This design comes from an exercise in tuning for small area, a short achievable clock period and few clock cycles per item on the open sky130 flow, not from production work.
Function was checked by simulation only, so behaviour that the tests miss may differ from the original.
Power is estimated from default activity; no workload was simulated.

==> flow/design.v <==
module qb3_respond (
    input  wire [31:0] req,
    output reg  [31:0] word0,
    output reg  [31:0] word1
);
    localparam [3:0] S_OK     = 4'd0;
    localparam [3:0] V_OP     = 4'd1;
    localparam [3:0] V_RUNG   = 4'd2;
    localparam [3:0] V_BW     = 4'd3;
    localparam [3:0] V_WIDTH  = 4'd4;
    localparam [3:0] V_RANGE  = 4'd5;
    localparam [3:0] V_UBITS  = 4'd6;
    localparam [3:0] V_DELTA  = 4'd7;
    localparam [3:0] V_RSVD   = 4'd8;
    localparam [3:0] V_PACK   = 4'd9;
    localparam [3:0] OP_MSE  = 4'h1;
    localparam [3:0] OP_MSD  = 4'h2;
    localparam [3:0] OP_CWE  = 4'h3;
    localparam [3:0] OP_CWD  = 4'h4;
    localparam [3:0] OP_ENC  = 4'h5;
    localparam [3:0] OP_DEC  = 4'h6;
    localparam [3:0] OP_SWE  = 4'h7;
    localparam [3:0] OP_SWD  = 4'h8;
    localparam [3:0] OP_CWD2 = 4'h9;
    localparam [3:0] OP_DEC2 = 4'hA;
    localparam [3:0] OP_TBE  = 4'hB;
    localparam [3:0] OP_TBD  = 4'hC;
    function [16:0] ms_enc;
        input [16:0] v;
        begin
            if (v[16])
                ms_enc = {~v[15:0], 1'b1};    
            else
                ms_enc = {v[15:0], 1'b0};     
        end
    endfunction
    function [16:0] ms_dec;
        input [16:0] u;
        begin
            if (u[0])
                ms_dec = ~{1'b0, u[16:1]};    
            else
                ms_dec = {1'b0, u[16:1]};     
        end
    endfunction
    function [21:0] cw_enc;
        input [16:0] m;
        input [3:0]  r;
        reg   [16:0] half, full, bits;
        reg   [4:0]  len;
        begin
            half = 17'd1 << (r - 4'd1);
            full = 17'd1 << r;
            if (r == 4'd0) begin
                bits = m;
                len  = 5'd1;
            end else if (m < half) begin                  
                bits = m << 1;
                len  = {1'b0, r};
            end else if (m < full) begin                  
                bits = ((m - half) << 2) | 17'd1;
                len  = {1'b0, r} + 5'd1;
            end else begin                                
                bits = ((m - full) << 2) | 17'd3;
                len  = {1'b0, r} + 5'd2;
            end
            cw_enc = {len, bits};
        end
    endfunction
    function [21:0] cw_dec;
        input [16:0] w;
        input [3:0]  r;
        reg   [16:0] half, full, value;
        reg   [4:0]  len;
        begin
            half = 17'd1 << (r - 4'd1);
            full = 17'd1 << r;
            if (r == 4'd0) begin
                value = {16'd0, w[0]};
                len   = 5'd1;
            end else if (!w[0]) begin                     
                value = (w >> 1) & (half - 17'd1);
                len   = {1'b0, r};
            end else if (!w[1]) begin                     
                value = half + ((w >> 2) & (half - 17'd1));
                len   = {1'b0, r} + 5'd1;
            end else begin                                
                value = full + ((w >> 2) & (full - 17'd1));
                len   = {1'b0, r} + 5'd2;
            end
            cw_dec = {len, value};
        end
    endfunction
    function in_width;
        input [16:0] v;
        input [4:0]  n;
        reg   signed [16:0] s;
        begin
            s = $signed(v) >>> n;
            in_width = (s == 17'sd0) || (s == -17'sd1);
        end
    endfunction
    wire [3:0]  op   = req[31:28];
    wire [3:0]  ctx  = req[27:24];
    wire [4:0]  bw   = req[23:19];
    wire [1:0]  rsv  = req[18:17];
    wire [16:0] data = req[16:0];
    reg  [3:0]  status;
    reg  [16:0] data0, data1;
    reg  [4:0]  len;
    reg         nc;
    reg  [16:0] m, m_fold, v0, v1;
    reg  [21:0] cw, cw2;
    reg  [3:0]  u1;
    reg  [16:0] u_max;
    always @* begin
        status = S_OK;
        data0  = 17'd0;
        data1  = 17'd0;
        len    = 5'd0;
        nc     = 1'b0;
        m      = 17'd0;
        m_fold = 17'd0;
        v0     = 17'd0;
        v1     = 17'd0;
        cw     = 22'd0;
        cw2    = 22'd0;
        u1     = 4'd0;
        u_max  = 17'd0;
        if (rsv != 2'b00) begin
            status = V_OP;
        end else begin
            case (op)
            OP_MSE: begin
                if (bw > 5'd16)
                    status = V_BW;
                else if (!in_width(data, bw))
                    status = V_WIDTH;
                else
                    data0 = ms_enc(data);
            end
            OP_MSD: begin
                data0 = ms_dec(data);
            end
            OP_CWE: begin
                if ((data >> ctx) > 17'd1)           
                    status = V_RANGE;
                else begin
                    cw    = cw_enc(data, ctx);
                    data0 = cw[16:0];
                    len   = cw[21:17];
                end
            end
            OP_CWD: begin
                cw    = cw_dec(data, ctx);
                data0 = cw[16:0];
                len   = cw[21:17];
            end
            OP_ENC: begin
                m = ms_enc(data);
                if (bw > 5'd16)
                    status = V_BW;
                else if (!in_width(data, bw))
                    status = V_WIDTH;
                else if ((m >> ctx) > 17'd1)
                    status = V_RANGE;
                else begin
                    cw    = cw_enc(m, ctx);
                    data0 = cw[16:0];
                    len   = cw[21:17];
                end
            end
            OP_DEC: begin
                cw    = cw_dec(data, ctx);
                data0 = ms_dec(cw[16:0]);
                len   = cw[21:17];
            end
            OP_SWE: begin
                u1    = ctx - 4'd1;
                u_max = (17'd1 << ctx) - 17'd1;
                if (ctx < 4'd3 || ctx > 4'd6)
                    status = V_UBITS;
                else if (!in_width(data, {1'b0, u1}))
                    status = V_DELTA;
                else if (data == 17'd0) begin
                    data0 = 17'd0;                       
                    len   = 5'd1;
                    nc    = 1'b1;
                end else begin
                    m      = ms_enc(data);
                    m_fold = (m == u_max) ? 17'd0 : m;
                    cw     = cw_enc(m_fold, u1);
                    data0  = {cw[15:0], 1'b1};
                    len    = cw[21:17] + 5'd1;
                end
            end
            OP_SWD: begin
                u1    = ctx - 4'd1;
                u_max = (17'd1 << ctx) - 17'd1;
                if (ctx < 4'd3 || ctx > 4'd6)
                    status = V_UBITS;
                else if (!data[0]) begin
                    data0 = 17'd0;                       
                    len   = 5'd1;
                    nc    = 1'b1;
                end else begin
                    cw = cw_dec(data >> 1, u1);
                    if (cw[16:0] == u_max)
                        status = V_RSVD;
                    else begin
                        m     = (cw[16:0] == 17'd0) ? u_max : cw[16:0];
                        data0 = ms_dec(m);
                        len   = cw[21:17] + 5'd1;
                    end
                end
            end
            OP_CWD2, OP_DEC2: begin
                if (ctx != 4'd1 && ctx != 4'd2)
                    status = V_RUNG;
                else begin
                    cw  = cw_dec(data, ctx);
                    cw2 = cw_dec(data >> cw[21:17], ctx);
                    len = cw[21:17] + cw2[21:17];
                    if (op == OP_DEC2) begin
                        data0 = ms_dec(cw[16:0]);
                        data1 = ms_dec(cw2[16:0]);
                    end else begin
                        data0 = cw[16:0];
                        data1 = cw2[16:0];
                    end
                end
            end
            OP_TBE: begin
                if ((data >> ctx) > 17'd1)           
                    status = V_RANGE;
                else begin
                    cw = cw_enc(data, ctx);
                    if (cw[21:17] > 5'd12)
                        status = V_PACK;
                    else
                        data0 = {1'b0, cw[20:17], cw[11:0]};
                end
            end
            OP_TBD: begin
                if ((data >> ctx) > 17'd3)           
                    status = V_RANGE;
                else if (ctx > 4'd11)
                    status = V_PACK;
                else begin
                    cw    = cw_dec(data, ctx);
                    data0 = {1'b0, cw[20:17] - ctx, cw[11:0]};
                end
            end
            default: status = V_OP;
            endcase
        end
        if (status != S_OK) begin
            data0 = 17'd0;
            data1 = 17'd0;
            len   = 5'd0;
            nc    = 1'b0;
        end
        word0 = {5'd0, status, nc, len, data0};
        word1 = {15'd0, data1};
    end
endmodule
module qb3_core (
    input  wire        clk,
    input  wire        rst,
    input  wire        req_valid,
    output wire        req_ready,
    input  wire [31:0] req_word,
    output reg         rsp_valid,
    input  wire        rsp_ready,
    output reg  [31:0] rsp_word0,
    output reg  [31:0] rsp_word1
);
    wire [31:0] next_word0, next_word1;
    qb3_respond u_respond (
        .req   (req_word),
        .word0 (next_word0),
        .word1 (next_word1)
    );
    assign req_ready = !rsp_valid || rsp_ready;
    always @(posedge clk) begin
        if (rst) begin
            rsp_valid <= 1'b0;
        end else if (req_ready) begin
            rsp_valid <= req_valid;
        end
    end
    always @(posedge clk) begin
        if (!rst && req_ready && req_valid) begin
            rsp_word0 <= next_word0;
            rsp_word1 <= next_word1;
        end
    end
endmodule
==> flow/run.sh <==
#!/bin/bash
# synth_recipe.tcl (not shown) runs the flow's synth.tcl, then flattens the netlist and writes it again
# the make line also repeats each setting of config.mk as NAME=value (left out here)
make -C /OpenROAD-flow-scripts/flow DESIGN_CONFIG=/design/flow/config.mk WORK_HOME=/design/flow/orfs CLKGATE_MAP_FILE= SYNTH_SCRIPT=/design/flow/synth_recipe.tcl finish
==> flow/config.mk <==
export PLATFORM = sky130hd
export DESIGN_NAME = qb3_core
export DESIGN_NICKNAME = qb3_core
export VERILOG_FILES = /design/flow/design.v
export SDC_FILE = /design/flow/constraint.sdc
export NUM_CORES = 4
export LEC_CHECK = 0
export CAP_MARGIN = 20
export CORE_MARGIN = 2
export CORE_UTILIZATION = 30
export PLACE_DENSITY = 0.5
export SLEW_MARGIN = 20
==> flow/constraint.sdc <==
create_clock -name core_clock -period 11.0 [get_ports {clk}]
set_input_delay 2.2000 -clock core_clock [delete_from_list [all_inputs] [get_ports {clk}]]
set_output_delay 2.2000 -clock core_clock [all_outputs]
set_load 0.01 [all_outputs]
==> results.txt <==
==> critical path, delay by kind of cell <==
family / cells / cell delay [ns]
adder cells (fa/ha/maj): 3 / 1.06
XOR/XNOR: 3 / 0.61
AND/OR/NAND/NOR: 8 / 2.37
AO/OA/AOI/OAI: 8 / 1.91
multiplexers: 2 / 0.69
buffers and inverters: 6 / 1.32
==> per-stage QoR <==
step | utilization, % | cells | power [mW] | worst slack [ns]
after CTS | 33.6 | 4567 | 2.10 | 1.07
after detailed placement | 33.4 | 4559 | 1.94 | 0.773
after global routing | 33.6 | 4568 | 2.28 | 0.545
after floorplan | - | 3540 | 1.30 | 0.00261
final | 33.6 | 4572 | 2.19 | 0.851
after global placement | 33.4 | 4559 | 1.96 | 0.897
==> routing by layer <==
metal	wire [µm]	GRT usage, %	vias up	part of all wire, %
met5	56	0	-	0.036
met2	61300	52.8	2459	39
met4	14900	25.3	8	9.5
met3	19700	9.97	573	13
met1	61200	48.3	14800	39
li1	-	-	13300	-
==> state kept, by name, indices dropped and copies added (netlist names) <==
signal / cells
rsp_word0: 27
rsp_word1: 17
rsp_valid: 1
==> layout make-up <==
cell class              count  share of cell area (%)
multi-input cells        3075                    79.7
repair buffers            270                    8.06
flip-flops and latches     45                    5.05
well taps                1050                    4.94
inverters                 120                    1.70
clock buffers               5                   0.471
clock inverters             3                  0.0659
diodes                      4                  0.0377
==> worst min-delay path by stage <==
| stage | endpoint | slack (ns) | startpoint | depth (start not counted) |
|---|---|---|---|---|
| floorplan | rsp_valid$_SDFFE_PP0N_ | 0.63 | rsp_valid$_SDFFE_PP0N_ | 3 |
| global placement | rsp_valid$_SDFFE_PP0N_ | 0.66 | rsp_valid$_SDFFE_PP0N_ | 3 |
| detailed placement | rsp_valid$_SDFFE_PP0N_ | 0.66 | rsp_valid$_SDFFE_PP0N_ | 3 |
| CTS | rsp_valid$_SDFFE_PP0N_ | 0.67 | rsp_valid$_SDFFE_PP0N_ | 3 |
| global route | rsp_valid$_SDFFE_PP0N_ | 0.74 | rsp_valid$_SDFFE_PP0N_ | 3 |
| finish | rsp_valid$_SDFFE_PP0N_ | 0.68 | rsp_valid$_SDFFE_PP0N_ | 3 |
==> synthesized netlist by cell type (23+ instances only) <==
cell	instances	area, µm²
a31oi_1	76	475
a21oi_1	286	1430
o21ai_0	248	1240
clkbuf_1	175	657
xor2_1	55	482
nor2b_1	44	275
or3_1	42	263
nand2_1	315	1180
and3_1	27	169
mux4_2	39	878
nand3_1	115	576
buf_4	23	173
o31ai_1	33	248
nand4_1	40	250
buf_2	56	280
xnor2_1	163	1430
nor4_1	34	213
o211ai_1	60	450
nor3_1	116	581
nand2b_1	42	263
buf_1	43	161
nor2_1	341	1280
edfxtp_1	44	1320
a21o_1	68	510
mux2i_1	85	851
o21a_1	27	203
mux2_2	27	304
a221oi_1	28	245
o22ai_1	31	194
ha_1	183	2290
inv_1	100	375
and2_1	48	300
a211oi_1	62	465
==> cells by family after synthesis <==
family	after synthesis	synth area share, %
AOI/OAI and AO/OA	1218	34.1
buffers and inverters	420	7.33
other	1	0.0157
xor gates and xnor gates	221	8.20
and+or+nand+nor	1271	26.2
DFF	45	5.60
adders and majority gates	189	10.0
muxes	152	8.54
==> power by group <==
part | internal, mW | switching (mW) | total, mW
Combinational | 0.589 | 1.25 | 1.84
Sequential | 0.196 | 0.00345 | 0.199
Clock | 0.0835 | 0.0704 | 0.154
Total | 0.868 | 1.33 | 2.19
==> flow_metrics.py <==
metrics = {
    "clock_tree": {
        "numCtsBuffers": 5,
        "clk_latency_ns": 0.30,
        "cts_tree": "built",
        "cts_hold_buf": 0,
        "postCtsSetupBuffers": 0,
        "cts_root_buf": "clkbuf_16",
        "cts_resized": 0,
        "h-tree-depth": 2,
        "cts_sinks": 45,
        "clockBufferDepth": 2,
        "clkTransAtPathRegs_ns": 0.07,
    },
    "worst_setup_path": {
        "critPathMaxFanout": 31,
        "reg2reg_depth": 3,
        "r2r_slack_ns": 9.45,
        "worstPathRequired_ns": 11.04,
        "cp-start-kind": "input port",
        "path_class": "input port to register",
        "crit_start": "req_word[24]",
        "crit_top_cell": "buf_4",
        "r2r_start": "rsp_valid$_SDFFE_PP0N_",
        "arrival_ns": 10.19,
        "crit_end": "rsp_word0[5]$_SDFFCE_PP0P_",
        "slowest_stage": "fa_1",
        "crit_path_end_kind": "register",
        "slowest_delay_ns": 0.49,
        "r2r_end": "rsp_word0[9]$_SDFFCE_PP0P_",
    },
    "cells_and_area": {
        "multi_input_area_mm2": 0.0212,
        "seq_area_mm2": 0.00134,
        "final_common_cell": "nor2_1",
        "layout_common_cells": "338 x nor2_1, 315 x nand2_1, 282 x a21oi_1",
        "drive_above_1_share_pct": 11.1,
        "syn2layout_area_growth_pct": 10.9,
        "nNetsFinal": 3741,
        "fillers": 8603,
        "finalInstanceArea_mm2": 0.0266,
    },
    "yosys": {
        "synth_ff_type": "edfxtp_1",
        "yosys_warnings": 2,
        "synth_edf_count": 44,
        "synth_async_sr_flop_share_pct": 0,
        "syn-cell-area_mm2": 0.0240,
        "yosys.cell_types.count": 107,
        "syn-instance-count": 3517,
        "synth.avg_cell_area_um2": 6.81,
        "ys_seq_elements": 45,
        "seq_area_frac_synth_pct": 5.60,
    },
    "sta": {
        "post-route-period-util_pct": 92.3,
        "hold_viol_final": 0,
        "rsz0062_at_grt": "false",
        "period_needed_ns": 10.15,
        "drv_slew": 0,
        "setup_viol": 0,
        "fin_skew_ns": 0.00340,
        "fmax_mhz": 98.5,
        "fin_setup_tns_ns": 0,
        "tightest_slew_ns": 1.20,
        "worst_hold_slack_ns": 0.678,
        "slew_headroom_pct": 19.6,
    },
    "floorplanning": {
        "coreArea_mm2": 0.0790,
        "die_y_um": 287,
        "initial_core_util_pct": 30.3,
        "die-area_mm2": 0.0821,
        "die_x_um": 287,
        "io_pins": 102,
        "rows": 103,
    },
    "detailed_routing": {
        "drtAntennaViolNets": 0,
        "route.vias.total": 31100,
        "wl_um": 157000,
        "dr.pass1.iters": 7,
        "wire_per_inst_um": 34.4,
        "vias_per_cell": 6.79,
        "drt_iter0_markers": 4918,
        "drcViolationCount": 0,
    },
    "status": {
        "status": "finished clean",
    },
    "pwr": {
        "p_leak_nw": 9.81,
        "p_per_area_mw_per_mm2": 82.5,
        "irDropWorstVdd_v": 0.0000521,
    },
    "placement": {
        "port_buffers": 81,
        "place_hpwl_um": 121000,
        "dpl_cell_area_mm2": 0.0264,
        "place_congestion": 1.17,
    },
    "global_routing": {
        "grt_pass1_wl_um": 219000,
        "grt_max_degree": 71,
        "grt-ovfl-total": 0,
        "grt_pass1_vias": 28200,
        "antenna_found_initial": 6,
        "track_usage_pct": 37.0,
    },
    "run": {
        "max_cap_viol_count": 0,
    },
    "min_path": {
        "min_path_type": "register to register",
    },
}
Testbench counts, summed over its fixed seeds: cycles 32,008, items 32,000.

what the ideal ports hide:
No port has a modelled driver above. Below, the same layout with a new extraction and two added sets of constraints. Step 1 (the two cells are an assumption about what drives the block):
set clk [get_ports {clk}]
set_driving_cell -lib_cell sky130_fd_sc_hd__clkbuf_16 $clk
set_driving_cell -lib_cell sky130_fd_sc_hd__buf_2 [delete_from_list [all_inputs] $clk]
Step 2 moves the port delays by t, midway between the first and last clock arrival at a register: inputs arrive t later, outputs are due t later. That takes back most of the time a late clock gives input paths. a / b / c = ideal ports / drivers / drivers and shift; a / b = the first two.
shift t [ns]: 0.340
setup slack, ns: 0.851 / 0.870 / 0.530
latest minus earliest clock arrival (ns): 0.004 / 0.004
slew at the worst register clock pin (ns): 0.07 / 0.07
After both steps this run still meets setup and hold. The setup slack of this run moves by +0.019 ns with the drivers and by -0.321 ns with both steps.
